Source: an optimization exercise on an open RTL-to-GDS flow (aim: small area, a short achievable clock period and few clock cycles per item). Production flows keep margins and buffers that such runs may drop. Only simulation tests tie the RTL to the original design; equivalence was not proved. Power is estimated from default activity; no workload was simulated.

**design.v**
```verilog
module bse (
    input  wire        clk,
    input  wire        rst,
    input  wire        cmd_valid,
    output wire        cmd_ready,
    input  wire [31:0] cmd,
    input  wire [63:0] a0,
    input  wire [63:0] a1,
    input  wire [63:0] a2,
    input  wire [63:0] a3,
    output reg         done,
    output reg  [63:0] r0,
    output wire [63:0] r1,
    output reg  [2:0]  err,
    output reg  [6:0]  sticky
);
    localparam [7:0] OP_INIT   = 8'h01, OP_INITC  = 8'h02, OP_CLOSE  = 8'h03,
                     OP_STATUS = 8'h04, OP_GETPOS = 8'h10, OP_SETPOS = 8'h11,
                     OP_GETLEN = 8'h12, OP_GETL8  = 8'h13, OP_GETL16 = 8'h14,
                     OP_GETL32 = 8'h15, OP_GETL64 = 8'h16, OP_GETCAP = 8'h17,
                     OP_WR     = 8'h20, OP_WRR    = 8'h21, OP_RD     = 8'h22,
                     OP_RDR    = 8'h23, OP_WRA    = 8'h24, OP_RDA    = 8'h25,
                     OP_RDBYTE = 8'h26, OP_AND    = 8'h30, OP_OR     = 8'h31,
                     OP_XOR    = 8'h32, OP_NOT    = 8'h33, OP_SHL    = 8'h40,
                     OP_SHR    = 8'h41;
    localparam [2:0] V_X = 3'd0, V_NOT = 3'd1, V_AND = 3'd2, V_OR = 3'd3, V_XOR = 3'd4;
    wire [7:0] c_opc = cmd[7:0];
    wire [3:0] c_sd  = cmd[11:8];
    wire [3:0] c_sa  = cmd[15:12];
    wire [3:0] c_sb  = cmd[19:16];
    wire [2:0] c_wid = cmd[22:20];
    wire c_form_s   = (c_opc == OP_INIT) || (c_opc == OP_INITC) || (c_opc == OP_CLOSE) ||
                      (c_opc == OP_STATUS) || (c_opc == OP_RDBYTE) ||
                      ((c_opc >= OP_GETPOS) && (c_opc <= OP_GETCAP));
    wire c_form_sw  = (c_opc >= OP_WR) && (c_opc <= OP_RDA);
    wire c_form_dab = (c_opc == OP_AND) || (c_opc == OP_OR) || (c_opc == OP_XOR);
    wire c_form_da  = (c_opc == OP_NOT) || (c_opc == OP_SHL) || (c_opc == OP_SHR);
    wire c_legal = (c_form_s   && cmd[31:12] == 20'd0 && c_sd < 4) ||
                   (c_form_sw  && cmd[31:23] == 9'd0 && cmd[19:12] == 8'd0 &&
                    c_wid <= 3'd4 && c_sd < 4) ||
                   (c_form_dab && cmd[31:20] == 12'd0 && c_sd < 4 && c_sa < 4 && c_sb < 4) ||
                   (c_form_da  && cmd[31:16] == 16'd0 && c_sd < 4 && c_sa < 4);
    reg [6:0] c_w;
    always @(*) begin
        case (c_wid)
            3'd0:    c_w = 7'd1;
            3'd1:    c_w = 7'd8;
            3'd2:    c_w = 7'd16;
            3'd3:    c_w = 7'd32;
            default: c_w = 7'd64;
        endcase
    end
    wire        c_sub     = (c_opc == OP_WRR) || (c_opc == OP_RDR);
    wire        c_rdbyte  = (c_opc == OP_RDBYTE);
    wire        c_rngflag = a1[63] || a2[63] || (|a1[62:7]) || (|a2[62:7]);
    wire        c_arrtmem = (|a0) || (|a1);
    wire        c_a0big   = |a0[62:9];
    wire        c_ndp     = (c_opc >= OP_WR && c_opc <= OP_RDR) || c_rdbyte ||
                            c_form_dab || c_form_da;
    wire [65:0] ax = {3'b000, a1[62:0]};
    wire [65:0] ay = {3'b111, ~a2[62:0]};
    wire [65:0] az = {3'b111, ~a3[62:0]};
    wire [65:0] cs = ax ^ ay ^ az;
    wire [65:0] cc = {(ax[64:0] & ay[64:0]) | (ax[64:0] & az[64:0]) | (ay[64:0] & az[64:0]), 1'b1};
    wire [63:0] g0 = (cs[63:0] & cc[63:0]) | 64'd1;      
    wire [63:0] p0 = cs[63:0] ^ cc[63:0];
    reg  [3:0]  c_bg, c_bp;
    integer bi, bl, ti;
    reg  [15:0] tg, tp, ng, np;
    always @(*) begin
        for (bi = 0; bi < 4; bi = bi + 1) begin
            tg = g0[bi*16 +: 16];
            tp = p0[bi*16 +: 16];
            for (bl = 0; bl < 4; bl = bl + 1) begin
                ng = 16'd0; np = 16'd0;
                for (ti = 0; ti < 8; ti = ti + 1) begin
                    ng[ti] = tg[2*ti+1] | (tp[2*ti+1] & tg[2*ti]);
                    np[ti] = tp[2*ti+1] & tp[2*ti];
                end
                tg = ng; tp = np;
            end
            c_bg[bi] = tg[0];
            c_bp[bi] = tp[0];
        end
    end
    wire        c_g64 = cs[64] & cc[64];
    wire        c_p64 = cs[64] ^ cc[64];
    wire        c_p65 = cs[65] ^ cc[65];
    wire        c_aneg = a1[63] || a2[63] || a3[63];
    reg         i_v;
    reg         i_legal;
    reg  [7:0]  i_opc;
    reg  [1:0]  i_sd, i_sa, i_sb;
    reg  [63:0] i_a0;
    reg         i_a0neg, i_a0big;
    reg  [6:0]  i_b, i_c, i_w;
    reg         i_rngflag, i_arrtmem, i_aneg;
    reg  [3:0]  i_bg, i_bp;
    reg         i_g64, i_p64, i_p65;
    reg         i_build, i_ndp;
    reg         stall;               
    reg         rdy_q;               
    assign cmd_ready = rdy_q;
    always @(posedge clk) begin
        if (rst)
            i_v <= 1'b0;
        else if (!stall)
            i_v <= cmd_valid;
        if (!stall) begin
            i_legal   <= c_legal;
            i_opc     <= c_opc;
            i_sd      <= c_sd[1:0];
            i_sa      <= c_sa[1:0];
            i_sb      <= c_sb[1:0];
            i_a0      <= a0;
            i_a0neg   <= a0[63];
            i_a0big   <= c_a0big;
            i_b       <= c_sub ? a1[6:0] : 7'd0;
            i_c       <= c_sub ? a2[6:0] : c_rdbyte ? 7'd8 : c_w;
            i_w       <= c_w;
            i_rngflag <= c_rngflag;
            i_arrtmem <= c_arrtmem;
            i_aneg    <= c_aneg;
            i_bg      <= c_bg;
            i_bp      <= c_bp;
            i_g64     <= c_g64;
            i_p64     <= c_p64;
            i_p65     <= c_p65;
            i_build   <= c_form_dab || c_form_da;
            i_ndp     <= c_ndp;
        end
    end
    reg  [3:0] open_q;
    reg  [3:0] nw_q  [0:3];
    reg  [8:0] len_q [0:3];
    reg  [8:0] pos_q [0:3];
    wire [7:0] opc = i_opc;
    wire [1:0] d   = i_sd;
    wire       go  = i_v && !stall;
    wire g0x = !opc[6] && !opc[5] && !opc[4];
    wire g1x = !opc[6] && !opc[5] &&  opc[4];
    wire g2x = !opc[6] &&  opc[5] && !opc[4];
    wire g3x =  opc[5] &&  opc[4];
    wire g4x =  opc[6];
    wire op_init   = g0x && !opc[2] && !opc[1];
    wire op_initc  = g0x && opc[1] && !opc[0];
    wire op_close  = g0x && opc[1] && opc[0];
    wire op_status = g0x && opc[2];
    wire op_getpos = g1x && opc[2:0] == 3'd0;
    wire op_setpos = g1x && opc[2:0] == 3'd1;
    wire op_getlen = g1x && opc[2:0] == 3'd2;
    wire op_getl8  = g1x && opc[2:0] == 3'd3;
    wire op_getl16 = g1x && opc[2:0] == 3'd4;
    wire op_getl32 = g1x && opc[2:0] == 3'd5;
    wire op_getl64 = g1x && opc[2:0] == 3'd6;
    wire op_getcap = g1x && opc[2:0] == 3'd7;
    wire op_wr     = g2x && !opc[2] && !opc[1];
    wire op_rd     = g2x && ((!opc[2] && opc[1]) || (opc[2] && opc[1]));
    wire op_sub    = g2x && !opc[2] && opc[0];
    wire op_arr    = g2x && opc[2] && !opc[1];
    wire op_rda    = g2x && opc[2] && !opc[1] && opc[0];
    wire op_rdbyte = g2x && opc[2] && opc[1];
    wire op_and    = g3x && opc[1:0] == 2'd0;
    wire op_or     = g3x && opc[1:0] == 2'd1;
    wire op_dab    = g3x && !(opc[1] && opc[0]);
    wire op_not    = g3x && opc[1] && opc[0];
    wire op_shl    = g4x && !opc[0];
    wire op_shr    = g4x && opc[0];
    wire op_da     = op_not || g4x;
    wire op_query  = op_status || (g1x && opc[2:0] != 3'd1);
    wire need_d    = (g0x && !op_init && !op_initc && !op_status) || g1x || g2x;
    wire need_a    = g3x || g4x;
    wire [3:0] dsel = 4'b0001 << d;
    wire [3:0] asel = 4'b0001 << i_sa;
    wire [3:0] bsl  = 4'b0001 << i_sb;
    wire [3:0]  s_capbad, s_short, s_spbad;
    wire [9:0]  s_wend  [0:3];
    wire [3:0]  s_wrnw  [0:3];
    wire [8:0]  s_avail [0:3];
    wire [10:0] s_st    [0:3];
    genvar gs;
    generate
        for (gs = 0; gs < 4; gs = gs + 1) begin : M
            wire [8:0]  p  = pos_q[gs];
            wire [3:0]  nw = nw_q[gs];
            wire [9:0]  we = {1'b0, p} + {3'd0, i_c};
            reg [3:0] lim;
            always @(*) begin
                case (nw)
                    4'd3:    lim = 4'd6;
                    4'd5:    lim = 4'd5;
                    4'd6:    lim = 4'd6;
                    4'd7:    lim = 4'd7;
                    default: lim = 4'd8;
                endcase
            end
            wire [10:0] room = {2'd0, lim, 5'd0} - {2'd0, p} - {4'd0, i_c};
            wire ok1 = ({1'b0, nw, 5'd0} >= we);
            wire ok2 = ({1'b0, nw, 6'd0} >= {1'b0, we});
            wire ok3 = ({1'b0, nw, 7'd0} >= {2'b0, we});
            assign s_wend[gs]   = we;
            assign s_capbad[gs] = room[10];
            assign s_wrnw[gs]   = ok1 ? nw : ok2 ? {nw[2:0], 1'b0} : ok3 ? {nw[1:0], 2'b0} :
                                  {nw[0], 3'b0};
            assign s_avail[gs]  = len_q[gs] - p;
            assign s_short[gs]  = ({2'b0, i_c} >= s_avail[gs]);
            assign s_st[gs]     = {2'b0, p} - {4'b0, i_b};
            assign s_spbad[gs]  = (i_a0[8:0] > len_q[gs]);
        end
    endgenerate
    wire [8:0]  P     = pos_q[d];
    wire [8:0]  L     = len_q[d];
    wire [3:0]  NW    = nw_q[d];
    wire [8:0]  LA    = len_q[i_sa];
    wire [8:0]  LB    = len_q[i_sb];
    wire [9:0]  wend  = s_wend[d];
    wire [9:0]  wlast = wend - 10'd1;
    wire        cap_bad = |(dsel & s_capbad);
    wire [3:0]  wr_nw = s_wrnw[d];
    wire [8:0]  avail = s_avail[d];
    wire        rd_short = |(dsel & s_short);
    wire [6:0]  rd_k  = rd_short ? avail[6:0] : i_c;
    wire [8:0]  rd_np = rd_short ? L : wend[8:0];
    wire [10:0] n_st  = s_st[d];
    wire [8:0] initc_sum = i_a0[8:0] + 9'd31;
    wire [3:0] initc_nw  = (i_a0[8:0] == 9'd0) ? 4'd1 : initc_sum[8:5];
    wire       initc_big = i_a0big || (i_a0[8:0] > 9'd256);
    wire setpos_bad = i_a0neg || i_a0big || |(dsel & s_spbad);
    wire rng_bad    = i_rngflag || ({1'b0, i_b} + {1'b0, i_c} > {1'b0, i_w});
    wire arr_c64    = i_bg[3] | (i_bp[3] & (i_bg[2] | (i_bp[2] & (i_bg[1] | (i_bp[1] & i_bg[0])))));
    wire arr_c65    = i_g64 | (i_p64 & arr_c64);
    wire arr_bad    = i_aneg || (i_p65 ^ arr_c65);
    wire open_d = |(dsel & open_q);
    wire open_a = |(asel & open_q);
    wire open_b = |(bsl & open_q);
    wire e1 = !i_legal;
    wire e2 = (need_d && !open_d) || (need_a && !open_a) || (op_dab && !open_b);
    wire e3 = (op_initc && i_a0neg) || (op_sub && rng_bad) || (op_arr && arr_bad) ||
              (op_dab && LA != LB) || (g4x && i_a0neg);
    wire e4 = op_setpos && setpos_bad;
    wire e5 = op_arr && i_arrtmem;
    wire e6 = (op_initc && initc_big) || (op_wr && cap_bad);
    wire ex_ok = !(e1 || e2 || e3 || e4 || e5 || e6);
    wire [2:0] ex_err = e1 ? 3'd1 : e2 ? 3'd2 : e3 ? 3'd3 : e4 ? 3'd4 : e5 ? 3'd5 :
                        e6 ? 3'd6 : 3'd0;
    wire ok = go && ex_ok;
    reg [9:0] ex_q;
    always @(*) begin
        ex_q = 10'd0;
        if (op_status) ex_q = open_d ? 10'd3 : 10'd0;
        if (op_getpos) ex_q = {1'b0, P};
        if (op_getlen) ex_q = {1'b0, L};
        if (op_getl8)  ex_q = ({1'b0, L} + 10'd7) >> 3;
        if (op_getl16) ex_q = ({1'b0, L} + 10'd15) >> 4;
        if (op_getl32) ex_q = ({1'b0, L} + 10'd31) >> 5;
        if (op_getl64) ex_q = ({1'b0, L} + 10'd63) >> 6;
        if (op_getcap) ex_q = {1'b0, NW, 5'd0};
    end
    reg         bact;                
    reg         b_last;              
    reg         b_bin, b_shl, b_shr;
    reg  [2:0]  b_op;
    reg  [1:0]  b_sa, b_sb, b_sd;
    reg  [10:0] b_off;               
    reg  [8:0]  b_len;
    reg  [3:0]  b_step;
    wire        b_more = bact && !b_last;
    wire [8:0]  ncap   = initc_big ? 9'd256 : i_a0[8:0];
    wire        x_bin  = b_more ? b_bin : op_dab;
    wire        x_shl  = b_more ? b_shl : op_shl;
    wire        x_shr  = b_more ? b_shr : op_shr;
    wire [2:0]  x_op   = b_more ? b_op  : op_not ? V_NOT : op_da ? V_X :
                                          op_and ? V_AND : op_or ? V_OR : V_XOR;
    wire [1:0]  x_sa   = b_more ? b_sa  : i_sa;
    wire [1:0]  x_sb   = b_more ? b_sb  : i_sb;
    wire [1:0]  x_sd   = b_more ? b_sd  : d;
    wire [10:0] x_off  = b_more ? b_off : op_shl ? {2'b0, ncap} :
                                          op_shr ? (11'd0 - {2'b0, ncap}) : 11'd0;
    wire [8:0]  x_len  = b_more ? b_len : LA;
    wire [3:0]  x_step = b_more ? b_step + 4'd1 : 4'd0;
    wire        x_last = x_bin ? (x_step == 4'd8) : (x_step == 4'd4);
    wire        x_run  = b_more || (ok && i_build);
    wire        x_rd   = x_bin ? !x_step[3] : !x_step[2];
    wire [1:0]  x_cr   = x_bin ? x_step[2:1] : x_shr ? 2'd3 - x_step[1:0] : x_step[1:0];
    wire        x_wr   = x_bin ? (x_step[0] == 1'b0 && x_step != 4'd0) : (x_step != 4'd0);
    wire [1:0]  x_cw   = x_bin ? x_step[2:1] - 2'd1 :
                         x_shr ? 2'd0 - x_step[1:0] : x_step[1:0] - 2'd1;
    wire [10:0] x_st   = {3'd0, x_cr, 6'd0} + (x_bin ? 11'd0 : x_off);
    wire [1:0]  x_rs   = (x_bin && x_step[0]) ? x_sb : x_sa;
    wire [2:0]  x_vop  = x_bin ? (x_step[0] ? x_op : V_X) : x_op;
    wire [11:0] shl_hi_s = {3'b0, x_len} - {x_st[10], x_st};
    wire [6:0]  shl_hi   = shl_hi_s[11] ? 7'd0 : (shl_hi_s >= 12'd64) ? 7'd64 : shl_hi_s[6:0];
    wire [11:0] shr_lo_s = 12'd0 - {x_st[10], x_st};
    wire [6:0]  shr_lo   = shr_lo_s[11] ? 7'd0 : (shr_lo_s >= 12'd64) ? 7'd64 : shr_lo_s[6:0];
    wire n_iv    = stall ? i_v : cmd_valid;
    wire n_indp  = stall ? i_ndp : c_ndp;
    wire n_stall = !rst && n_iv && n_indp && x_run && !x_last;
    function [3:0] hkof;
        input [2:0] w0;
        begin
            hkof[0] = w0[2] ^ (w0[1:0] != 2'd0);
            hkof[1] = w0[2] ^ (w0[1:0] > 2'd1);
            hkof[2] = w0[2] ^ (w0[1:0] > 2'd2);
            hkof[3] = w0[2];
        end
    endfunction
    wire [2:0]  wf = P[7:5];
    wire [2:0]  wl = wlast[7:5];
    wire [7:0]  n_words = (8'hFF << wf) & ~(8'hFE << wl);
    wire        bsel    = b_more || i_build;
    wire [1:0]  u_rs    = bsel ? x_rs : d;
    wire [10:0] u_st    = bsel ? x_st : n_st;
    reg  [31:0] dc_bsel;             
    reg  [11:0] dc_rot;              
    reg  [4:0]  dc_sh;               
    reg  [6:0]  dc_rlo, dc_rhi;      
    reg  [3:0]  dc_wsoh;             
    reg  [7:0]  dc_words;            
    reg  [11:0] dc_plc;              
    reg  [4:0]  dc_shw;
    reg  [3:0]  dc_mlo, dc_mhi;      
    reg  [4:0]  dc_plo, dc_phi;      
    reg  [63:0] dc_val;              
    reg         dc_bupd;             
    reg  [2:0]  dc_vop;
    wire [3:0]  u_hk  = hkof(u_st[7:5]);
    wire [3:0]  u_oh  = 4'b0001 << u_st[6:5];
    wire [3:0]  u_r0  = u_oh;
    wire [3:0]  u_r1  = {u_oh[2:0], u_oh[3]};
    wire [3:0]  u_r2  = {u_oh[1:0], u_oh[3:2]};
    wire [3:0]  u_rsoh = 4'b0001 << u_rs;
    reg  [31:0] u_bsel;
    reg  [11:0] n_plc;
    integer kk, mm;
    always @(*) begin
        for (kk = 0; kk < 4; kk = kk + 1) begin
            u_bsel[kk*8 +: 4]     = u_rsoh & {4{!u_hk[kk]}};
            u_bsel[kk*8 + 4 +: 4] = u_rsoh & {4{ u_hk[kk]}};
            for (mm = 0; mm < 3; mm = mm + 1)
                n_plc[kk*3 + mm] = (n_st[6:5] + mm[1:0] == kk[1:0]);
        end
    end
    wire [11:0] x_plc = x_cw[0] ? 12'b000_000_000_000 | (12'b1 << 6) | (12'b1 << 10)
                                : 12'b000_000_000_000 | (12'b1 << 0) | (12'b1 << 4);
    wire [63:0] bd;
    always @(posedge clk) begin
        dc_bsel <= u_bsel;
        dc_rot  <= {u_r2, u_r1, u_r0};
        dc_sh   <= u_st[4:0];
        if (bsel) begin
            dc_rlo   <= x_shr ? shr_lo : 7'd0;
            dc_rhi   <= x_shl ? shl_hi : 7'd64;
            dc_wsoh  <= (x_run && x_wr) ? (4'b0001 << x_sd) : 4'd0;
            dc_words <= 8'b11 << {x_cw, 1'b0};
            dc_plc   <= x_plc;
            dc_shw   <= 5'd0;
            dc_mlo   <= 4'd0;
            dc_mhi   <= 4'd0;
            dc_vop   <= x_vop;
        end else begin
            dc_rlo   <= i_b;
            dc_rhi   <= i_b + rd_k;
            dc_wsoh  <= (ok && op_wr && i_c != 7'd0) ? dsel : 4'd0;
            dc_words <= n_words;
            dc_plc   <= n_plc;
            dc_shw   <= n_st[4:0];
            dc_mlo   <= 4'b0001 << wf[1:0];
            dc_mhi   <= 4'b0001 << wl[1:0];
            dc_vop   <= V_X;
        end
        dc_bupd <= x_run && x_rd;
        dc_plo  <= P[4:0];
        dc_phi  <= wlast[4:0];
        dc_val  <= dc_bupd ? bd : i_a0;
    end
    reg        da_v;
    reg  [2:0] da_err;
    reg        da_r0w, da_r0x, da_rdff;
    reg  [9:0] da_q;
    reg        da_r1w;
    reg  [6:0] da_r1;
    always @(posedge clk) begin
        da_v    <= go && !rst;
        da_err  <= ex_err;
        da_r0w  <= ok && (op_query || op_rd) && !rst;
        da_r0x  <= op_rd;
        da_rdff <= op_rdbyte && (rd_k == 7'd0);
        da_q    <= ex_q;
        da_r1w  <= ok && (op_rd || op_rda) && !rst;
        da_r1   <= op_rd ? rd_k : 7'd0;
    end
    integer k;
    always @(posedge clk) begin
        stall <= n_stall;
        rdy_q <= !n_stall;
        if (rst) begin
            open_q <= 4'hF;
            for (k = 0; k < 4; k = k + 1) begin
                nw_q[k]  <= 4'd1;
                len_q[k] <= 9'd0;
                pos_q[k] <= 9'd0;
            end
            bact   <= 1'b0;
        end else begin
            if (ok) begin
                if (op_init || op_initc) begin
                    open_q[d] <= 1'b1;
                    nw_q[d]   <= op_initc ? initc_nw : 4'd1;
                    len_q[d]  <= 9'd0;
                    pos_q[d]  <= 9'd0;
                end
                if (op_close)
                    open_q[d] <= 1'b0;
                if (op_setpos)
                    pos_q[d] <= i_a0[8:0];
                if (op_wr) begin
                    pos_q[d] <= wend[8:0];
                    if (wend[8:0] > L)
                        len_q[d] <= wend[8:0];
                    nw_q[d]  <= wr_nw;
                end
                if (op_rd)
                    pos_q[d] <= rd_np;
                if (op_dab || op_da) begin
                    open_q[d] <= 1'b1;
                    nw_q[d]   <= nw_q[i_sa];
                    len_q[d]  <= LA;
                    pos_q[d]  <= 9'd0;
                end
            end
            bact <= x_run;
        end
        b_last <= x_last;
        b_bin  <= x_bin;
        b_shl  <= x_shl;
        b_shr  <= x_shr;
        b_op   <= x_op;
        b_sa   <= x_sa;
        b_sb   <= x_sb;
        b_sd   <= x_sd;
        b_off  <= x_off;
        b_len  <= x_len;
        b_step <= x_step;
    end
    wire [127:0]  bus;
    wire [1023:0] mq;                
    genvar gj;
    generate
        for (gs = 0; gs < 4; gs = gs + 1) begin : S
            for (gj = 0; gj < 8; gj = gj + 1) begin : J
                reg [31:0] q;
                wire en = dc_wsoh[gs] && dc_words[gj];
                always @(posedge clk)
                    if (en)
                        q <= bus[(gj%4)*32 +: 32];
                assign mq[(gs*8+gj)*32 +: 32] = q;
            end
        end
    endgenerate
    wire [127:0] banks;
    genvar gk;
    generate
        for (gk = 0; gk < 4; gk = gk + 1) begin : B
            reg [31:0] acc;
            integer s, h;
            always @(*) begin
                acc = 32'd0;
                for (h = 0; h < 2; h = h + 1)
                    for (s = 0; s < 4; s = s + 1)
                        acc = acc | ({32{dc_bsel[gk*8 + h*4 + s]}} & mq[(s*8 + h*4 + gk)*32 +: 32]);
            end
            assign banks[gk*32 +: 32] = acc;
        end
    endgenerate
    function [31:0] sel4;
        input [3:0]  oh;
        input [127:0] b;
        begin
            sel4 = ({32{oh[0]}} & b[31:0])  | ({32{oh[1]}} & b[63:32]) |
                   ({32{oh[2]}} & b[95:64]) | ({32{oh[3]}} & b[127:96]);
        end
    endfunction
    wire [95:0] win = {sel4(dc_rot[11:8], banks), sel4(dc_rot[7:4], banks),
                       sel4(dc_rot[3:0], banks)};
    wire [95:0] win_sh = win >> dc_sh;
    wire [63:0] rmask  = (~64'd0 << dc_rlo) & ~(~64'd0 << dc_rhi);
    wire [63:0] X      = win_sh[63:0] & rmask;
    reg [63:0] bdr;
    always @(*) begin
        case (dc_vop)
            V_NOT:   bdr = ~X;
            V_AND:   bdr = dc_val & X;
            V_OR:    bdr = dc_val | X;
            V_XOR:   bdr = dc_val ^ X;
            default: bdr = X;
        endcase
    end
    assign bd = bdr;
    wire [95:0] y   = {32'd0, dc_val} << dc_shw;
    wire [31:0] tlo = ~32'd0 << dc_plo;
    wire [31:0] thi = ~(~32'd0 << dc_phi) | (32'd1 << dc_phi);
    generate
        for (gk = 0; gk < 4; gk = gk + 1) begin : K
            wire [31:0] yk = ({32{dc_plc[gk*3 + 0]}} & y[31:0]) |
                             ({32{dc_plc[gk*3 + 1]}} & y[63:32]) |
                             ({32{dc_plc[gk*3 + 2]}} & y[95:64]);
            wire [31:0] mk = (dc_mlo[gk] ? tlo : ~32'd0) & (dc_mhi[gk] ? thi : ~32'd0);
            assign bus[gk*32 +: 32] = (yk & mk) | (banks[gk*32 +: 32] & ~mk);
        end
    endgenerate
    reg [6:0] r1_q;
    assign r1 = {57'd0, r1_q};
    always @(posedge clk) begin
        if (rst) begin
            done   <= 1'b0;
            r0     <= 64'd0;
            r1_q   <= 7'd0;
            err    <= 3'd0;
            sticky <= 7'd0;
        end else begin
            done <= da_v;
            if (da_v) begin
                err <= da_err;
                if (da_err != 3'd0)
                    sticky[da_err] <= 1'b1;
            end
            if (da_r0w)
                r0 <= da_r0x ? (da_rdff ? 64'hFFFF_FFFF_FFFF_FFFF : X) : {54'd0, da_q};
            if (da_r1w)
                r1_q <= da_r1;
        end
    end
endmodule
```
**run.sh**
```bash
#!/bin/bash
# synth_recipe.tcl (not shown) runs the flow's synth.tcl, then flattens the netlist and writes it again
# the make line also repeats each setting of config.mk as NAME=value (left out here)
make -C /OpenROAD-flow-scripts/flow DESIGN_CONFIG=/design/flow/config.mk WORK_HOME=/design/flow/orfs CLKGATE_MAP_FILE= SYNTH_SCRIPT=/design/flow/synth_recipe.tcl finish
```
**constraint.sdc**
```tcl
create_clock -name core_clock -period 15.0 [get_ports {clk}]
set_input_delay 3.0000 -clock core_clock [delete_from_list [all_inputs] [get_ports {clk}]]
set_output_delay 3.0000 -clock core_clock [all_outputs]
set_load 0.01 [all_outputs]
```
**config.mk**
```make
export PLATFORM = sky130hd
export DESIGN_NAME = bse
export DESIGN_NICKNAME = bse
export VERILOG_FILES = /design/flow/design.v
export SDC_FILE = /design/flow/constraint.sdc
export NUM_CORES = 8
export LEC_CHECK = 0
export ABC_AREA = 1
export CAP_MARGIN = 20
export CORE_MARGIN = 2
export CORE_UTILIZATION = 50
export PLACE_DENSITY = 0.6
export SLEW_MARGIN = 20
```
==> summary.txt, run 1 <==
STA
  • Setup violation total in the final timing report: 0
  • Final number of max-transition violations: 0
  • Fraction of the cycle the final worst path needs: 39.93%
  • Final critical path time including I/O delays and setup: 5990 ps
  • Remaining max-slew budget at the tightest pin: 7.118%
  • RSZ-0062 raised after global routing: false
  • Slew of the pin with the lowest slew margin: around 1400 ps
  • Setup tns final: 0 ps
  • Worst Clk Skew: 82.74 ps
  • Upper clock frequency limit: 167.0 MHz
  • Final number of hold-violating endpoints: 0

Placed design
  • Final HPWL from detailed placement: 312300 um
  • Final weighted congestion in routability-driven placement: 1.085
  • Placed Instance Area: 0.1002 mm^2
  • Count of input and output buffers: 373
  • # placed instances: between 10k and 15k

Worst setup path
  • Register-to-Register Setup Slack: 9010 ps
  • Buf+Inv Stages, Crit Path: 6
  • Setup crit end kind: flip-flop
  • Count of cells along the worst register-to-register path: 24
  • Signal arrival time at the worst endpoint: 6780 ps
  • Crit-path max FO: 36
  • Endpoint of the lowest-slack register-to-register path: dc_bsel[5]$_DFF_P_
  • Cell family with most CP delay: buffers and inverters
  • Crit-path most repeated cell: sky130_fd_sc_hd__nor2_1
  • Cells along the critical path: inv_2, nor2_2, buf_4, inv_1, buf_4, o221ai_1, o21ai_0, inv_1, ha_1, a21oi_1, nor2_1, nor2_1, nor2_1, nor2_1, o21bai_1, nand2_1, nand2_1, a21oi_1, xnor2_1, nand2_1, nand2_1, xnor2_1, inv_1, nor2_1
  • Setup Crit Path Kind: reg2reg
  • Startpoint type of the worst setup path: flip-flop
  • Required time at the worst-slack endpoint: 15790 ps
  • Stages on the worst setup path: 24
  • Cell with the biggest individual delay on the critical path: sky130_fd_sc_hd__xnor2_1
  • Source of the worst register-to-register timing path: i_sd[1]$_DFFE_PN_
  • Largest incremental delay on the critical path: 890 ps

CTS
  • Cell at the root of the clock tree: sky130_fd_sc_hd__clkbuf_16
  • Post-cts gate resize count: 0
  • Quantity of hold-fixing buffers added after cts: 0
  • Max Buffers Root-to-Sink: 3
  • Clock sink total: 1542
  • Post-CTS setup buffers: 0
  • H-tree depth: 4
  • Clock latency of the later-clocked register in the worst-skew pair: 890 ps
  • CTS buffer count: 156
  • Clock-pin slew on the worst setup and hold paths: ~60 ps
  • CTS tree: built

Synth
  • Count of unique library cells instantiated by Yosys: 70
  • Most used flip-flop cell after synthesis: sky130_fd_sc_hd__edfxtp_1
  • Netlist area before placement: 0.09416 mm^2
  • Number of enable-type register cells in the synthesized netlist: 1220
  • FF+latch count, synth: ~1.5k
  • Post-synthesis cell count: 11.69k
  • Async set-reset flop share out of synthesis: 0%
  • Yosys warning count: 1
  • Sequential cell area fraction in the yosys report: 45.75%
  • Average instance area after synthesis: between 8 and 9 um^2

Layout
  • Layout area overhead: 12.06%
  • Nets@finish: 12.71k
  • Core Util, Final: around 56%
  • Layout cell share with drive strength beyond 1: ~4.6%
  • Filler-free cell count of the finished design: 14.52k
  • Post-layout instance area: about 0.11 mm^2

Detailed routing
  • Router iterations before antenna repair: 8
  • # DRC: 0
  • Number of antenna-violating nets in the routed design: 0
  • Vias: 88.70k
  • Initial DRC count: around 12k
  • Final Routed Wirelength: 412000 um
  • Routed vias/inst: 6.107
  • DR WL/cell: 28.37 um

Die
  • Core region area: 0.1874 mm^2
  • Die width: 438.0 um
  • Area of the die: 0.1918 mm^2
  • Core Rows: 159
  • Die span in y: 438.0 um
  • Top Ports: 431
  • Effective utilization at floorplan: 50.24%

Hold path
  • Depth of the worst hold-timing path: 2
  • Type of the worst min-delay path: reg2reg
  • Endpoint of the worst hold-timing path: dc_val[60]$_DFF_P_
  • Worst hold path startpoint: i_a0[60]$_DFFE_PN_

Flow run
  • Count of max-cap constraint violations: 0

GRT
  • Number of global-route vias before repair: 83.13k
  • Total congestion overflow: 0
  • Initial antenna violation count: 22
  • Wire length of the first global-routing pass: about 580000 um
  • Maximum number of pins on one net before global-route repair: 94
  • Overall routing resource usage: 41.88%

Power and ir drop
  • Maximum VDD drop: 0.1565 mV
  • Leak: 0.04586 uW
  • Power per cell area: approximately 140 mW/mm^2

Status
  • Outcome: timing/DRC/antenna clean
## sequential cells by signal (all words and copies together), names as in the netlist, 11 cells and up, named ones only
register  count
pos_q        36
dc_bsel      32
S.J.q      1024
b_off        11
r0           64
nw_q         16
dc_val       64
len_q        36
i_a0         63
## cells in the final DEF, fill, tap and decap left out, types with 61 or more instances in the layout
| cell | instances |
|---|---|
| sky130_fd_sc_hd__nand2_1 | 3814 |
| sky130_fd_sc_hd__edfxtp_1 | 1220 |
| sky130_fd_sc_hd__inv_1 | 1066 |
| sky130_fd_sc_hd__nand3_1 | 838 |
| sky130_fd_sc_hd__nor2_1 | 809 |
| sky130_fd_sc_hd__a21oi_1 | 599 |
| sky130_fd_sc_hd__o21ai_0 | 585 |
| sky130_fd_sc_hd__ha_1 | 459 |
| sky130_fd_sc_hd__clkdlybuf4s50_1 | 372 |
| sky130_fd_sc_hd__dfxtp_1 | 300 |
| sky130_fd_sc_hd__buf_4 | 186 |
| sky130_fd_sc_hd__nand4_1 | 182 |
| sky130_fd_sc_hd__clkbuf_16 | 158 |
| sky130_fd_sc_hd__a22o_1 | 144 |
| sky130_fd_sc_hd__a221oi_1 | 90 |
| sky130_fd_sc_hd__o22ai_1 | 90 |
| sky130_fd_sc_hd__mux2i_1 | 88 |
| sky130_fd_sc_hd__fa_1 | 75 |
| sky130_fd_sc_hd__nor3_1 | 64 |
| sky130_fd_sc_hd__xor2_1 | 61 |
## report_power, final
part	internal (uW)	switching, uW
Clock	2180	1790
Sequential	5070	155
Combinational	1200	4000
Total	8460	5950
## cell type report
| class | count | area (um^2) |
|---|---|---|
| diodes | 11 | 27.53 |
| clock buffers | 190 | 4144 |
| clock inverters | 99 | 1087 |
| fillers | 16740 | 81890 |
| inverters | 1107 | 4160 |
| multi-input cells | 8520 | 44730 |
| flip-flops and latches | 1542 | 43120 |
| well taps | 2495 | 3122 |
| repair buffers | 559 | 5125 |
## metrics by stage
stage / total power, uW / setup WS (ps) / hold WS, ps
floorplan: 7933 / 10110 / 419.0
global placement: 10190 / 9168 / 424.1
detailed placement: 10270 / 9167 / 431.7
global route: 14820 / 8839 / 457.7
finish: 14410 / 9010 / 439.1
CTS: 14190 / 9226 / 443.4
## how the worst max path moves through the flow
stage / start / endpoint / slack [ps]
floorplan: len_q[3][0]$_DFFE_PP_ / dc_rhi[6]$_DFF_P_ / 10110
global placement: a0[49] / i_arrtmem$_DFFE_PN_ / 9170
detailed placement: a0[49] / i_arrtmem$_DFFE_PN_ / 9170
CTS: i_sd[1]$_DFFE_PN_ / dc_bsel[5]$_DFF_P_ / 9230
global route: i_sd[1]$_DFFE_PN_ / dc_bsel[5]$_DFF_P_ / 8840
finish: i_sd[1]$_DFFE_PN_ / dc_bsel[5]$_DFF_P_ / 9010
## cells in the mapped netlist (all sizes together), types with 18 or more instances
| cell type | n | area [um^2] |
|---|---|---|
| a211oi | 47 | 352.8 |
| a21oi | 601 | 3015 |
| a221oi | 90 | 788.3 |
| a22o | 144 | 1261 |
| a22oi | 51 | 382.9 |
| a31oi | 22 | 137.6 |
| buf | 163 | 890.8 |
| clkbuf | 416 | 1562 |
| dfxtp | 322 | 6446 |
| edfxtp | 1220 | 36640 |
| fa | 75 | 1501 |
| ha | 459 | 5743 |
| inv | 1091 | 4095 |
| mux2i | 90 | 900.9 |
| nand2 | 3819 | 14350 |
| nand3 | 853 | 4339 |
| nand3b | 22 | 165.2 |
| nand4 | 183 | 1151 |
| nor2 | 821 | 3127 |
| nor3 | 67 | 345.3 |
| nor4 | 46 | 287.8 |
| o2111ai | 18 | 157.7 |
| o211ai | 38 | 290.3 |
| o21a | 31 | 232.7 |
| o21ai | 619 | 3105 |
| o21bai | 23 | 172.7 |
| o221ai | 26 | 227.7 |
| o22ai | 90 | 563.0 |
| or2 | 32 | 200.2 |
| xnor2 | 33 | 289.0 |
| xor2 | 61 | 534.3 |
## per-layer routing
metal	routed length (um)	global-route usage, %	share of wire (%)	vias up
li1	-	-	-	39850
met1	152700	52.11	37	42170
met2	182400	64.90	44	5498
met3	41480	9.050	10	1159
met4	35290	29.51	8.6	18
met5	120	0	0.029	-
## worst register-to-register path, stage by stage, from the launching register on
cell and delay, ps:
sky130_fd_sc_hd__edfxtp_1 530, sky130_fd_sc_hd__inv_2 410, sky130_fd_sc_hd__nor2_2 50, sky130_fd_sc_hd__buf_4 280, sky130_fd_sc_hd__inv_1 190, sky130_fd_sc_hd__buf_4 480, sky130_fd_sc_hd__o221ai_1 290, sky130_fd_sc_hd__o21ai_0 260
sky130_fd_sc_hd__inv_1 180, sky130_fd_sc_hd__ha_1 330, sky130_fd_sc_hd__a21oi_1 80, sky130_fd_sc_hd__nor2_1 90, sky130_fd_sc_hd__nor2_1 60, sky130_fd_sc_hd__nor2_1 230, sky130_fd_sc_hd__nor2_1 80, sky130_fd_sc_hd__o21bai_1 190
sky130_fd_sc_hd__nand2_1 80, sky130_fd_sc_hd__nand2_1 60, sky130_fd_sc_hd__a21oi_1 70, sky130_fd_sc_hd__xnor2_1 160, sky130_fd_sc_hd__nand2_1 80, sky130_fd_sc_hd__nand2_1 450, sky130_fd_sc_hd__xnor2_1 900, sky130_fd_sc_hd__inv_1 210
sky130_fd_sc_hd__nor2_1 170
## cell families after synthesis
kind of cell | Yosys count | synth area share (%)
buf+inv | 1686 | 7.017
fa+ha+maj | 534 | 7.694
xor+xnor | 94 | 0.8744
flops | 1542 | 45.75
mux | 90 | 0.9567
compound gates | 1882 | 12.10
simple gates | 5863 | 25.60
other cells | 1 | 0.003983
Testbench counts, summed over its fixed seeds: cycles 38,886, cmds 32,000.
==> run 2: changes to the inputs <==
==> flow/run.sh (new file) <==
#!/bin/bash
# Own layout flow: the standard flow (standard.sh, which runs ORFS from
# the standard synthesis to the final layout), unchanged except that the
# timing repair after floorplan, CTS and global route aims for a setup slack
# of SETUP_SLACK_MARGIN ns instead of 0. The clock period, the SDC and every
# other setting are the design's and config.mk's.
set -euo pipefail
echo "export SETUP_SLACK_MARGIN = 11" >> config.mk
bash standard.sh > standard.log 2>&1
==> standard.sh (new file) <==
#!/bin/bash
# synth_recipe.tcl (not shown) runs the flow's synth.tcl, then flattens the netlist and writes it again
# the make line also repeats each setting of config.mk as NAME=value (left out here)
make -C /OpenROAD-flow-scripts/flow DESIGN_CONFIG=/design/flow/config.mk WORK_HOME=/design/flow/orfs CLKGATE_MAP_FILE= SYNTH_SCRIPT=/design/flow/synth_recipe.tcl "${@:-finish}"
--- a/config.mk
+++ b/config.mk
@@ -11,3 +11,4 @@
 export CORE_UTILIZATION = 50
 export PLACE_DENSITY = 0.6
 export SLEW_MARGIN = 20
+export SETUP_SLACK_MARGIN = 11
removed: run.sh
==> run 2 against run 1 <==
  * Still clean on timing, DRC and antenna
  * Cell area is 7.5% higher
  * Critical path depth increased by 10
  * Die area unchanged
  * Synthesized cell count did not move
  * Sequential power up 2%
  * Critical endpoint is now dc_rhi[6]$_DFF_P_
  * Largest cell class unchanged
  * Highest routed layer unchanged
==> summary.txt, run 2 <==
Worst setup path
  • Crit-path max FO: 6 (-83%)
  • Cell with the biggest individual delay on the critical path: sky130_fd_sc_hd__edfxtp_1
  • Cell family with most CP delay: simple AND/OR/NAND/NOR gates
  • Buf+Inv Stages, Crit Path: 4 (-2)
  • Largest incremental delay on the critical path: 460 ps (-430 ps)
  • Required time at the worst-slack endpoint: 15770 ps (-20 ps)
  • Setup Crit Path Kind: reg2reg
  • Worst Setup EP: dc_rhi[6]$_DFF_P_
  • Source of the worst register-to-register timing path: len_q[3][0]$_DFFE_PP_
  • Count of cells along the worst register-to-register path: 34 (+42%)
  • Startpoint of the most critical setup path: len_q[3][0]$_DFFE_PP_
  • Signal arrival time at the worst endpoint: 5850 ps (-930 ps)
  • Stages on the worst setup path: 34 (+42%)
  • Register-to-Register Setup Slack: 9920 ps (+910 ps)
  • Endpoint of the lowest-slack register-to-register path: dc_rhi[6]$_DFF_P_
  • Setup crit end kind: flip-flop
  • Startpoint type of the worst setup path: flip-flop

STA
  • Final number of hold-violating endpoints: 0 (unchanged)
  • Setup tns final: 0 ps (unchanged)
  • Upper clock frequency limit: 196.9 MHz (+18%)
  • Fraction of the cycle the final worst path needs: 33.86% (-6.1 points)
  • Final critical path time including I/O delays and setup: 5079 ps (-910.4 ps)
  • RSZ-0062 raised after global routing: true
  • Worst Clk Skew: 84.59 ps (+1.850 ps)
  • Slew of the pin with the lowest slew margin: 1181 ps (-173.7 ps)
  • Setup violation total in the final timing report: 0 (unchanged)
  • Final number of max-transition violations: 0 (unchanged)
  • Post-Route Hold Slack: 434.4 ps (-4.685 ps)
  • Final worst setup slack: 9921 ps (+910.4 ps)
  • Remaining max-slew budget at the tightest pin: 20.45% (+13 points)

CTS
  • H-tree depth: 4 (unchanged)
  • Quantity of hold-fixing buffers added after cts: 0 (unchanged)
  • CTS buffer count: 160 (+2.6%)
  • CTS tree: built
  • Cell at the root of the clock tree: sky130_fd_sc_hd__clkbuf_16
  • Clock sink total: 1542 (unchanged)
  • Clock latency of the later-clocked register in the worst-skew pair: 860 ps (-30 ps)
  • Clock-pin slew on the worst setup and hold paths: 60 ps (about the same)
  • Max Buffers Root-to-Sink: 3 (unchanged)

GRT
  • Wire length of the first global-routing pass: 584400 um (+0.56%)
  • Overall routing resource usage: 41.90% (about the same)
  • Initial antenna violation count: 26 (+18%)
  • Total congestion overflow: 0 (unchanged)
  • Number of global-route vias before repair: 84.35k (+1.5%)
  • Maximum number of pins on one net before global-route repair: 96 (+2.1%)

Power and ir drop
  • Maximum VDD drop: 0.1221 mV (-22%)
  • Power per cell area: 132.6 mW/mm^2 (-2.9%)
  • Leak: 0.04918 uW (+7.2%)

Flow run
  • Count of max-cap constraint violations: 0 (unchanged)

Synth
  • Average instance area after synthesis: 8.053 um^2 (unchanged)
  • Yosys warning count: 1 (unchanged)
  • Async set-reset flop share out of synthesis: 0% (unchanged)
  • Number of enable-type register cells in the synthesized netlist: 1220 (unchanged)
  • Netlist area before placement: 0.09416 mm^2 (unchanged)
  • Most used flip-flop cell after synthesis: sky130_fd_sc_hd__edfxtp_1
  • FF+latch count, synth: 1542 (unchanged)
  • Sequential cell area fraction in the yosys report: 45.75% (unchanged)
  • Biggest area consumer among synthesized cells: sky130_fd_sc_hd__edfxtp_1
  • Cell with the most instances after synthesis: sky130_fd_sc_hd__nand2_1
  • Largest cells by area after synthesis: sky130_fd_sc_hd__edfxtp_1, sky130_fd_sc_hd__nand2_1, sky130_fd_sc_hd__dfxtp_1
  • Count of unique library cells instantiated by Yosys: 70 (unchanged)
  • Commonest cells in the netlist: sky130_fd_sc_hd__nand2_1, sky130_fd_sc_hd__edfxtp_1, sky130_fd_sc_hd__inv_1, sky130_fd_sc_hd__nand3_1, sky130_fd_sc_hd__nor2_1
  • Fraction of synthesized cell area taken by the top area cell type: 38.91% (unchanged)
  • Post-synthesis cell count: 11.69k (unchanged)

Layout
  • Nets@finish: 13.04k (+2.5%)
  • Layout area overhead: 20.49%
  • Commonest non-fill, non-tap cells in the layout: sky130_fd_sc_hd__nand2_1, sky130_fd_sc_hd__edfxtp_1, sky130_fd_sc_hd__inv_1
  • Fill cell count: 16.27k (-2.8%)
  • Layout cell share with drive strength beyond 1: 15.81% (+11 points)
  • Registers with the most flip-flops: S.J.q x1024, dc_val x64, r0 x64
  • Reg with most FFs: S.J.q
  • Leading cell type in the layout, fill and taps excluded: sky130_fd_sc_hd__nand2_1
  • Max FFs per register: 1024 (unchanged)

Die
  • Area of the die: 0.1918 mm^2 (unchanged)
  • Core Rows: 159 (unchanged)
  • Die width: 438.0 um (unchanged)
  • Top Ports: 431 (unchanged)
  • Effective utilization at floorplan: 50.24% (unchanged)
  • Core region area: 0.1874 mm^2 (unchanged)
  • Die span in y: 438.0 um (unchanged)

Placed design
  • Final HPWL from detailed placement: 303200 um (-2.9%)
  • Final weighted congestion in routability-driven placement: 1.139 (+4.9%)
  • Count of input and output buffers: 373 (unchanged)
  • Post-Place Setup Slack: 9067 ps (-100.2 ps)

Hold path
  • Type of the worst min-delay path: reg2reg

Detailed routing
  • Vias: 91.07k (+2.7%)
  • # DRC: 0 (unchanged)
  • Routed vias/inst: 6.131 (+0.38%)
  • DR WL/cell: 28.02 um (-1.2%)
  • Number of antenna-violating nets in the routed design: 0 (unchanged)
  • Initial DRC count: 12.64k (+9.6%)
  • Final Routed Wirelength: 416200 um (+1.0%)
  • Router iterations before antenna repair: 9 (+1)

Status
  • Outcome: timing/DRC/antenna clean
run 2: changes by cell type in the layout (fill, tap and decap cells not counted), sizes merged, moves of 7 or more:
cell           delta
clkdlybuf4s50   -273
dlymetal6s2s     +32
nand2             +7
clkdlybuf4s15    +17
dlygate4sd2      +83
clkinv           -13
buf             +434
clkbuf           +37
run 2: how the worst min path moves through the flow:
stage | start | depth (start not counted) | slack [ps] | to
final | i_a0[61]$_DFFE_PN_ | 2 | 430 | dc_val[61]$_DFF_P_
after global routing | i_a0[61]$_DFFE_PN_ | 2 | 450 | dc_val[61]$_DFF_P_
after CTS | i_a0[61]$_DFFE_PN_ | 2 | 430 | dc_val[61]$_DFF_P_
after detailed placement | i_a0[49]$_DFFE_PN_ | 2 | 430 | dc_val[49]$_DFF_P_
after global placement | i_a0[48]$_DFFE_PN_ | 2 | 430 | dc_val[48]$_DFF_P_
after floorplan | i_a0[10]$_DFFE_PN_ | 2 | 420 | dc_val[10]$_DFF_P_
run 2: final cells by class:
class                   instances  area [um^2]  share of cell area, %
diodes                         16        40.04                0.03529
clock buffers                 209         4350                  3.834
clock inverters                86         1085                 0.9561
inverters                    1107         4228                  3.726
multi-input cells            8528        49150                  43.33
flip-flops and latches       1542        43310                  38.18
well taps                    2495         3122                  2.752
repair buffers                870         8159                  7.191
repair inverters                1        5.005               0.004411
run 2: power breakdown:
part           switching [uW]  internal (uW)
logic                    4120           1530
clock network            1790           2300
registers                 238           5070
run 2: per-stage QoR:
step	area [um^2]	std cells	power, uW	utilization, %
final	113500	14850	15050	60.54
after CTS	110800	14740	14540	59.14
after detailed placement	100500	14200	10170	53.62
after global routing	113400	14840	15480	60.52
after global placement	100500	14200	10080	53.62
after floorplan	94900	11750	7946	-
run 2: per-layer routing:
layer | share of wire, % | vias up | track usage, %
li1 | - | 40550 | -
met1 | 37 | 43240 | 52.78
met2 | 43 | 5917 | 63.52
met3 | 11 | 1342 | 11.01
met4 | 8.3 | 24 | 27.77
met5 | 0.047 | - | 0
run 2: repair_timing:
action                                  4_1_cts  5_1_grt
setup buffers                               241       95
pin swaps                                   281      211
endpoints found under the setup margin     1482      930
cloned                                        9        0
hold endpoints to repair                      0        0
resized for setup                          1533      596
run 2: cells by family (layout without fill, tap and decap cells):
| logic type | count (synthesis) | count (layout) | share of synthesized area (%) |
|---|---|---|---|
| AND/OR/NAND/NOR | 5863 | 5871 | 25.60 |
| AO/OA/AOI/OAI | 1882 | 1882 | 12.10 |
| buffers and inverters | 1686 | 2273 | 7.017 |
| flip-flops | 1542 | 1542 | 45.75 |
| adder cells (fa/ha/maj) | 534 | 534 | 7.694 |
| XOR/XNOR | 94 | 94 | 0.8744 |
| multiplexers | 90 | 90 | 0.9567 |
| other | 1 | 73 | 0.003983 |
run 2: worst reg2reg max path, delay by kind of cell, from the launching register on:
family / cells / cell delay (ps)
adder cells (fa/ha/maj): 4 / 1050
AND/OR/NAND/NOR: 17 / 1720
buffers and inverters: 4 / 420
XOR/XNOR: 1 / 210
AO/OA/AOI/OAI: 8 / 1140
flip-flops: 1 / 460
==> run 3: changes to the inputs <==
--- a/design.v
+++ b/design.v
@@ -52,7 +52,9 @@
     end
     wire        c_sub     = (c_opc == OP_WRR) || (c_opc == OP_RDR);
     wire        c_rdbyte  = (c_opc == OP_RDBYTE);
-    wire        c_rngflag = a1[63] || a2[63] || (|a1[62:7]) || (|a2[62:7]);
+    wire [7:0]  c_bc      = {1'b0, a1[6:0]} + {1'b0, a2[6:0]};
+    wire        c_rngbad  = a1[63] || a2[63] || (|a1[62:7]) || (|a2[62:7]) ||
+                            (c_bc > {1'b0, c_w});
     wire        c_arrtmem = (|a0) || (|a1);
     wire        c_a0big   = |a0[62:9];
     wire        c_ndp     = (c_opc >= OP_WR && c_opc <= OP_RDR) || c_rdbyte ||
@@ -63,7 +65,7 @@
     wire [65:0] cs = ax ^ ay ^ az;
     wire [65:0] cc = {(ax[64:0] & ay[64:0]) | (ax[64:0] & az[64:0]) | (ay[64:0] & az[64:0]), 1'b1};
     wire [63:0] g0 = (cs[63:0] & cc[63:0]) | 64'd1;      
-    wire [63:0] p0 = cs[63:0] ^ cc[63:0];
+    wire [63:0] p0 = cs[63:0] | cc[63:0];               
     reg  [3:0]  c_bg, c_bp;
     integer bi, bl, ti;
     reg  [15:0] tg, tp, ng, np;
@@ -84,7 +86,7 @@
         end
     end
     wire        c_g64 = cs[64] & cc[64];
-    wire        c_p64 = cs[64] ^ cc[64];
+    wire        c_p64 = cs[64] | cc[64];
     wire        c_p65 = cs[65] ^ cc[65];
     wire        c_aneg = a1[63] || a2[63] || a3[63];
     reg         i_v;
@@ -93,8 +95,8 @@
     reg  [1:0]  i_sd, i_sa, i_sb;
     reg  [63:0] i_a0;
     reg         i_a0neg, i_a0big;
-    reg  [6:0]  i_b, i_c, i_w;
-    reg         i_rngflag, i_arrtmem, i_aneg;
+    reg  [6:0]  i_b, i_c;
+    reg         i_rngbad, i_arrtmem, i_aneg;
     reg  [3:0]  i_bg, i_bp;
     reg         i_g64, i_p64, i_p65;
     reg         i_build, i_ndp;
@@ -117,8 +119,7 @@
             i_a0big   <= c_a0big;
             i_b       <= c_sub ? a1[6:0] : 7'd0;
             i_c       <= c_sub ? a2[6:0] : c_rdbyte ? 7'd8 : c_w;
-            i_w       <= c_w;
-            i_rngflag <= c_rngflag;
+            i_rngbad  <= c_rngbad;
             i_arrtmem <= c_arrtmem;
             i_aneg    <= c_aneg;
             i_bg      <= c_bg;
@@ -173,9 +174,8 @@
     wire [3:0] dsel = 4'b0001 << d;
     wire [3:0] asel = 4'b0001 << i_sa;
     wire [3:0] bsl  = 4'b0001 << i_sb;
-    wire [3:0]  s_capbad, s_short, s_spbad;
+    wire [3:0]  s_capbad, s_short;
     wire [9:0]  s_wend  [0:3];
-    wire [3:0]  s_wrnw  [0:3];
     wire [8:0]  s_avail [0:3];
     wire [10:0] s_st    [0:3];
     genvar gs;
@@ -195,17 +195,11 @@
                 endcase
             end
             wire [10:0] room = {2'd0, lim, 5'd0} - {2'd0, p} - {4'd0, i_c};
-            wire ok1 = ({1'b0, nw, 5'd0} >= we);
-            wire ok2 = ({1'b0, nw, 6'd0} >= {1'b0, we});
-            wire ok3 = ({1'b0, nw, 7'd0} >= {2'b0, we});
             assign s_wend[gs]   = we;
             assign s_capbad[gs] = room[10];
-            assign s_wrnw[gs]   = ok1 ? nw : ok2 ? {nw[2:0], 1'b0} : ok3 ? {nw[1:0], 2'b0} :
-                                  {nw[0], 3'b0};
             assign s_avail[gs]  = len_q[gs] - p;
             assign s_short[gs]  = ({2'b0, i_c} >= s_avail[gs]);
             assign s_st[gs]     = {2'b0, p} - {4'b0, i_b};
-            assign s_spbad[gs]  = (i_a0[8:0] > len_q[gs]);
         end
     endgenerate
     wire [8:0]  P     = pos_q[d];
@@ -216,7 +210,11 @@
     wire [9:0]  wend  = s_wend[d];
     wire [9:0]  wlast = wend - 10'd1;
     wire        cap_bad = |(dsel & s_capbad);
-    wire [3:0]  wr_nw = s_wrnw[d];
+    wire        nw_ok1 = ({1'b0, NW, 5'd0} >= wend);
+    wire        nw_ok2 = ({1'b0, NW, 6'd0} >= {1'b0, wend});
+    wire        nw_ok3 = ({1'b0, NW, 7'd0} >= {2'b0, wend});
+    wire [3:0]  wr_nw = nw_ok1 ? NW : nw_ok2 ? {NW[2:0], 1'b0} : nw_ok3 ? {NW[1:0], 2'b0} :
+                        {NW[0], 3'b0};
     wire [8:0]  avail = s_avail[d];
     wire        rd_short = |(dsel & s_short);
     wire [6:0]  rd_k  = rd_short ? avail[6:0] : i_c;
@@ -225,8 +223,8 @@
     wire [8:0] initc_sum = i_a0[8:0] + 9'd31;
     wire [3:0] initc_nw  = (i_a0[8:0] == 9'd0) ? 4'd1 : initc_sum[8:5];
     wire       initc_big = i_a0big || (i_a0[8:0] > 9'd256);
-    wire setpos_bad = i_a0neg || i_a0big || |(dsel & s_spbad);
-    wire rng_bad    = i_rngflag || ({1'b0, i_b} + {1'b0, i_c} > {1'b0, i_w});
+    wire setpos_bad = i_a0neg || i_a0big || (i_a0[8:0] > L);
+    wire rng_bad    = i_rngbad;
     wire arr_c64    = i_bg[3] | (i_bp[3] & (i_bg[2] | (i_bp[2] & (i_bg[1] | (i_bp[1] & i_bg[0])))));
     wire arr_c65    = i_g64 | (i_p64 & arr_c64);
     wire arr_bad    = i_aneg || (i_p65 ^ arr_c65);
@@ -278,16 +276,15 @@
                                           op_shr ? (11'd0 - {2'b0, ncap}) : 11'd0;
     wire [8:0]  x_len  = b_more ? b_len : LA;
     wire [3:0]  x_step = b_more ? b_step + 4'd1 : 4'd0;
-    wire        x_last = x_bin ? (x_step == 4'd8) : (x_step == 4'd4);
+    wire        x_last = x_bin ? (x_step == 4'd7) : (x_step == 4'd3);
     wire        x_run  = b_more || (ok && i_build);
-    wire        x_rd   = x_bin ? !x_step[3] : !x_step[2];
+    wire        x_rd   = x_bin && !x_step[0];       
     wire [1:0]  x_cr   = x_bin ? x_step[2:1] : x_shr ? 2'd3 - x_step[1:0] : x_step[1:0];
-    wire        x_wr   = x_bin ? (x_step[0] == 1'b0 && x_step != 4'd0) : (x_step != 4'd0);
-    wire [1:0]  x_cw   = x_bin ? x_step[2:1] - 2'd1 :
-                         x_shr ? 2'd0 - x_step[1:0] : x_step[1:0] - 2'd1;
+    wire        x_wr   = x_bin ? x_step[0] : 1'b1;
+    wire [1:0]  x_cw   = x_cr;
     wire [10:0] x_st   = {3'd0, x_cr, 6'd0} + (x_bin ? 11'd0 : x_off);
     wire [1:0]  x_rs   = (x_bin && x_step[0]) ? x_sb : x_sa;
-    wire [2:0]  x_vop  = x_bin ? (x_step[0] ? x_op : V_X) : x_op;
+    wire [2:0]  x_vop  = x_op;
     wire [11:0] shl_hi_s = {3'b0, x_len} - {x_st[10], x_st};
     wire [6:0]  shl_hi   = shl_hi_s[11] ? 7'd0 : (shl_hi_s >= 12'd64) ? 7'd64 : shl_hi_s[6:0];
     wire [11:0] shr_lo_s = 12'd0 - {x_st[10], x_st};
@@ -313,15 +310,16 @@
     reg  [31:0] dc_bsel;             
     reg  [11:0] dc_rot;              
     reg  [4:0]  dc_sh;               
-    reg  [6:0]  dc_rlo, dc_rhi;      
+    reg  [6:0]  dc_rlo, dc_rk;       
     reg  [3:0]  dc_wsoh;             
     reg  [7:0]  dc_words;            
     reg  [11:0] dc_plc;              
-    reg  [4:0]  dc_shw;
+    reg         dc_wrn;              
     reg  [3:0]  dc_mlo, dc_mhi;      
     reg  [4:0]  dc_plo, dc_phi;      
     reg  [63:0] dc_val;              
     reg         dc_bupd;             
+    reg         dc_bld;              
     reg  [2:0]  dc_vop;
     wire [3:0]  u_hk  = hkof(u_st[7:5]);
     wire [3:0]  u_oh  = 4'b0001 << u_st[6:5];
@@ -340,8 +338,6 @@
                 n_plc[kk*3 + mm] = (n_st[6:5] + mm[1:0] == kk[1:0]);
         end
     end
-    wire [11:0] x_plc = x_cw[0] ? 12'b000_000_000_000 | (12'b1 << 6) | (12'b1 << 10)
-                                : 12'b000_000_000_000 | (12'b1 << 0) | (12'b1 << 4);
     wire [63:0] bd;
     always @(posedge clk) begin
         dc_bsel <= u_bsel;
@@ -349,29 +345,26 @@
         dc_sh   <= u_st[4:0];
         if (bsel) begin
             dc_rlo   <= x_shr ? shr_lo : 7'd0;
-            dc_rhi   <= x_shl ? shl_hi : 7'd64;
+            dc_rk    <= x_shl ? shl_hi : x_shr ? 7'd64 - shr_lo : 7'd64;
             dc_wsoh  <= (x_run && x_wr) ? (4'b0001 << x_sd) : 4'd0;
             dc_words <= 8'b11 << {x_cw, 1'b0};
-            dc_plc   <= x_plc;
-            dc_shw   <= 5'd0;
-            dc_mlo   <= 4'd0;
-            dc_mhi   <= 4'd0;
             dc_vop   <= x_vop;
         end else begin
             dc_rlo   <= i_b;
-            dc_rhi   <= i_b + rd_k;
+            dc_rk    <= rd_k;
             dc_wsoh  <= (ok && op_wr && i_c != 7'd0) ? dsel : 4'd0;
             dc_words <= n_words;
-            dc_plc   <= n_plc;
-            dc_shw   <= n_st[4:0];
-            dc_mlo   <= 4'b0001 << wf[1:0];
-            dc_mhi   <= 4'b0001 << wl[1:0];
             dc_vop   <= V_X;
         end
+        dc_plc  <= bsel ? 12'd0 : n_plc;
+        dc_wrn  <= !bsel && op_wr;
+        dc_mlo  <= bsel ? 4'd0 : 4'b0001 << wf[1:0];
+        dc_mhi  <= bsel ? 4'd0 : 4'b0001 << wl[1:0];
         dc_bupd <= x_run && x_rd;
+        dc_bld  <= bsel;
         dc_plo  <= P[4:0];
         dc_phi  <= wlast[4:0];
-        dc_val  <= dc_bupd ? bd : i_a0;
+        dc_val  <= dc_bupd ? X : i_a0;
     end
     reg        da_v;
     reg  [2:0] da_err;
@@ -472,6 +465,22 @@
             assign banks[gk*32 +: 32] = acc;
         end
     endgenerate
+    function [63:0] therm;
+        input [6:0] r;
+        reg   [8:0] gt, eq;
+        reg   [7:0] ge;
+        integer j;
+        begin
+            for (j = 0; j < 9; j = j + 1) begin
+                gt[j] = (j > r[6:3]);
+                eq[j] = (j == r[6:3]);
+            end
+            for (j = 0; j < 8; j = j + 1)
+                ge[j] = (j >= r[2:0]);
+            for (j = 0; j < 64; j = j + 1)
+                therm[j] = gt[j/8] | (eq[j/8] & ge[j%8]);
+        end
+    endfunction
     function [31:0] sel4;
         input [3:0]  oh;
         input [127:0] b;
@@ -482,8 +491,17 @@
     endfunction
     wire [95:0] win = {sel4(dc_rot[11:8], banks), sel4(dc_rot[7:4], banks),
                        sel4(dc_rot[3:0], banks)};
-    wire [95:0] win_sh = win >> dc_sh;
-    wire [63:0] rmask  = (~64'd0 << dc_rlo) & ~(~64'd0 << dc_rhi);
+    wire [63:0] vrev;
+    genvar gv;
+    generate
+        for (gv = 0; gv < 64; gv = gv + 1) begin : VR
+            assign vrev[gv] = dc_val[63 - gv];
+        end
+    endgenerate
+    wire [95:0] sin    = dc_wrn ? {vrev, 32'd0} : win;
+    wire [95:0] win_sh = sin >> dc_sh;
+    wire [6:0]  rhi    = dc_rlo + dc_rk;
+    wire [63:0] rmask  = therm(dc_rlo) & ~therm(rhi);
     wire [63:0] X      = win_sh[63:0] & rmask;
     reg [63:0] bdr;
     always @(*) begin
@@ -496,14 +514,20 @@
         endcase
     end
     assign bd = bdr;
-    wire [95:0] y   = {32'd0, dc_val} << dc_shw;
+    wire [95:0] y;
+    generate
+        for (gv = 0; gv < 96; gv = gv + 1) begin : YR
+            assign y[gv] = win_sh[95 - gv];
+        end
+    endgenerate
     wire [31:0] tlo = ~32'd0 << dc_plo;
     wire [31:0] thi = ~(~32'd0 << dc_phi) | (32'd1 << dc_phi);
     generate
         for (gk = 0; gk < 4; gk = gk + 1) begin : K
             wire [31:0] yk = ({32{dc_plc[gk*3 + 0]}} & y[31:0]) |
                              ({32{dc_plc[gk*3 + 1]}} & y[63:32]) |
-                             ({32{dc_plc[gk*3 + 2]}} & y[95:64]);
+                             ({32{dc_plc[gk*3 + 2]}} & y[95:64]) |
+                             ({32{dc_bld}} & bd[(gk%2)*32 +: 32]);
             wire [31:0] mk = (dc_mlo[gk] ? tlo : ~32'd0) & (dc_mhi[gk] ? thi : ~32'd0);
             assign bus[gk*32 +: 32] = (yk & mk) | (banks[gk*32 +: 32] & ~mk);
         end
--- a/flow/run.sh
+++ b/flow/run.sh
@@ -5,5 +5,5 @@
 # of SETUP_SLACK_MARGIN ns instead of 0. The clock period, the SDC and every
 # other setting are the design's and config.mk's.
 set -euo pipefail
-echo "export SETUP_SLACK_MARGIN = 11" >> config.mk
+echo "export SETUP_SLACK_MARGIN = 10" >> config.mk
 bash standard.sh > standard.log 2>&1
--- a/config.mk
+++ b/config.mk
@@ -11,4 +11,4 @@
 export CORE_UTILIZATION = 50
 export PLACE_DENSITY = 0.6
 export SLEW_MARGIN = 20
-export SETUP_SLACK_MARGIN = 11
+export SETUP_SLACK_MARGIN = 10
==> run 3 against run 2 <==
  * Hold slack gained 15 ps
  * Combinational power grew 28%
  * Area after synthesis shrank 6.9%
  * Highest routed layer unchanged
  * First-iteration DRC count grew 34%
  * Largest cell class is now sequential cells
  * Non-clock buffer count shrank 72
  * Die area shrank 6.9%
  * Still clean on timing, DRC and antenna
==> summary.txt, run 3 <==
Status
  • Outcome: timing/DRC/antenna clean

Synth
  • Sequential cell area fraction in the yosys report: 48.87% (+3.1 points)
  • Most used flip-flop cell after synthesis: sky130_fd_sc_hd__edfxtp_1
  • Fraction of synthesized cell area taken by the top area cell type: 41.63% (+2.7 points)
  • Commonest cells in the netlist: sky130_fd_sc_hd__nand2_1, sky130_fd_sc_hd__edfxtp_1, sky130_fd_sc_hd__inv_1, sky130_fd_sc_hd__nand3_1, sky130_fd_sc_hd__nor2_1
  • Average instance area after synthesis: 8.375 um^2 (+4.0%)
  • Count of unique library cells instantiated by Yosys: 70 (unchanged)
  • Async set-reset flop share out of synthesis: 0% (unchanged)
  • Post-synthesis cell count: 10.47k (-10%)

Detailed routing
  • Vias: 90.97k (-0.11%)
  • Router iterations before antenna repair: 12 (+3)
  • Routed vias/inst: 6.782 (+11%)
  • # DRC: 0 (unchanged)
  • Final Routed Wirelength: 479600 um (+15%)

GRT
  • Overall routing resource usage: 50.30% (+8.4 points)
  • Met2 Usage GRT: 73.09% (+9.6 points)
  • Met3 demand-to-capacity share in global routing: 18.98% (+8.0 points)
  • M1 GR Usage: 60.28% (+7.5 points)
  • Initial antenna violation count: 41 (+58%)

Die
  • Die width: 422.7 um (-3.5%)
  • Top Ports: 431 (unchanged)
  • Core Rows: 153 (-3.8%)
  • Core region area: 0.1740 mm^2 (-7.1%)
  • Area of the die: 0.1786 mm^2 (-6.9%)
  • Die span in y: 422.7 um (-3.5%)

Layout
  • Layout area overhead: 20.08%
  • Reg with most FFs: S.J.q
  • Commonest non-fill, non-tap cells in the layout: sky130_fd_sc_hd__nand2_1, sky130_fd_sc_hd__edfxtp_1, sky130_fd_sc_hd__inv_1
  • Registers with the most flip-flops: S.J.q x1024, dc_val x64, r0 x64
  • Leading cell type in the layout, fill and taps excluded: sky130_fd_sc_hd__nand2_1
  • Max FFs per register: 1024 (unchanged)

STA
  • Setup tns final: 0 ps (unchanged)
  • Upper clock frequency limit: 187.9 MHz (-4.5%)
  • Setup violation total in the final timing report: 0 (unchanged)
  • RSZ-0062 raised after global routing: true
  • Fraction of the cycle the final worst path needs: 35.47% (+1.6 points)
  • Final number of max-transition violations: 0 (unchanged)

Placed design
  • Placed Instance Area: 0.09338 mm^2 (-7.1%)
  • Count of input and output buffers: 373 (unchanged)
  • Final weighted congestion in routability-driven placement: 1.181 (+3.7%)

CTS
  • Quantity of hold-fixing buffers added after cts: 0 (unchanged)
  • CTS buffer count: 156 (-2.5%)
  • Max Buffers Root-to-Sink: 3 (unchanged)

Worst setup path
  • Register-to-Register Setup Slack: 9680 ps (-240 ps)
  • Signal arrival time at the worst endpoint: 5950 ps (+100 ps)
  • Setup crit end kind: flip-flop
  • Crit-path max FO: 18 (+12)

Power and ir drop
  • Fraction of power spent switching nets: 44.89% (+4.0 points)
  • Power per cell area: 159.4 mW/mm^2 (+20%)
## run 3: layout make-up
type | count | area, um^2 | share of cell area (%)
flip-flops and latches | 1532 | 42940 | 40.81
multi-input cells | 7379 | 42070 | 39.98
repair buffers | 798 | 7860 | 7.469
clock buffers | 185 | 4149 | 3.943
inverters | 1062 | 4039 | 3.838
well taps | 2325 | 2909 | 2.764
clock inverters | 106 | 1199 | 1.139
diodes | 24 | 60.06 | 0.05707
repair inverters | 1 | 6.256 | 0.005945
## run 3: power by group through the flow
stage	Combinational [uW]	Clock, uW	Sequential (uW)
floorplan	2800	0	5270
global placement	5340	0	5440
detailed placement	5420	0	5450
CTS	6090	4060	5340
global route	7150	4290	5330
finish	7230	4200	5340
## run 3: worst max-delay path: stages, from the launching register on
cell	delay, ps
sky130_fd_sc_hd__dfxtp_4	420
sky130_fd_sc_hd__buf_6	220
sky130_fd_sc_hd__nand2_1	90
sky130_fd_sc_hd__nand2_1	80
sky130_fd_sc_hd__a221oi_1	520
sky130_fd_sc_hd__nand2_2	320
sky130_fd_sc_hd__nand2_1	130
sky130_fd_sc_hd__nand4_1	310
sky130_fd_sc_hd__nand3_1	160
sky130_fd_sc_hd__nand2_1	160
sky130_fd_sc_hd__nand2_1	90
sky130_fd_sc_hd__o21ai_0	120
sky130_fd_sc_hd__nand2_1	130
sky130_fd_sc_hd__nand2_1	190
sky130_fd_sc_hd__nand2_1	170
sky130_fd_sc_hd__nand3_2	430
sky130_fd_sc_hd__nand3_2	340
sky130_fd_sc_hd__inv_1	100
sky130_fd_sc_hd__ha_1	190
sky130_fd_sc_hd__inv_1	50
sky130_fd_sc_hd__o22ai_1	60
sky130_fd_sc_hd__a31oi_1	180
sky130_fd_sc_hd__nand3_1	110
sky130_fd_sc_hd__nand2_2	270
sky130_fd_sc_hd__a21oi_4	180
## run 3: per-stage QoR
| stage | util, % | total power, uW | cells | hold WS [ps] |
|---|---|---|---|---|
| 4_1_cts | 58.73 | 15500 | 13250 | 450.4 |
| 2_1_floorplan | - | 8069 | 10520 | 421.3 |
| 3_5_place_dp | 53.66 | 10860 | 12830 | 437.7 |
| 5_1_grt | 60.44 | 16780 | 13390 | 471.9 |
| 6_report | 60.48 | 16770 | 13410 | 449.1 |
| 3_3_place_gp | 53.66 | 10780 | 12830 | 430.9 |
## run 3: what timing repair did
item | CTS | global route
setup endpoints to repair | 1288 | 1233
buffers inserted | 127 | 133
pin swaps | 93 | 120
gates resized for setup | 496 | 377
gates cloned | 3 | 0
## run 3: worst paths after layout
path / depth (start not counted) / from / endpoint
hold / removal: 2 / i_a0[24]$_DFFE_PN_ / dc_val[24]$_DFF_P_
setup reg to reg: 24 / dc_bsel[2]$_DFF_P_ / S[2].J[6].q[9]$_DFFE_PP_
hold reg to reg: 2 / i_a0[24]$_DFFE_PN_ / dc_val[24]$_DFF_P_
setup / recovery: 24 / dc_bsel[2]$_DFF_P_ / S[2].J[6].q[9]$_DFFE_PP_
## run 3: cells by family (layout without fill, tap and decap cells)
family                     count (synthesis)  count (layout)  share of synthesized area (%)
buffers and inverters                   1611            2152                          7.384
adders and majority gates                391             391                          6.199
DFF                                     1532            1532                          48.87
xor gates and xnor gates                  95              95                         0.9494
other                                      1              81                       0.004279
muxes                                      2               2                        0.02284
and+or+nand+nor                         4913            4914                          23.66
AOI/OAI and AO/OA                       1920            1920                          12.91
## run 3: routing by layer
layer,share of wire (%),vias to the layer above
met5,0.15,-
met2,41,8815
li1,-,36840
met1,33,42690
met3,16,2591
met4,11,32
Testbench counts of run 3, summed over its fixed seeds: cycles 37,297, cmds 32,000.
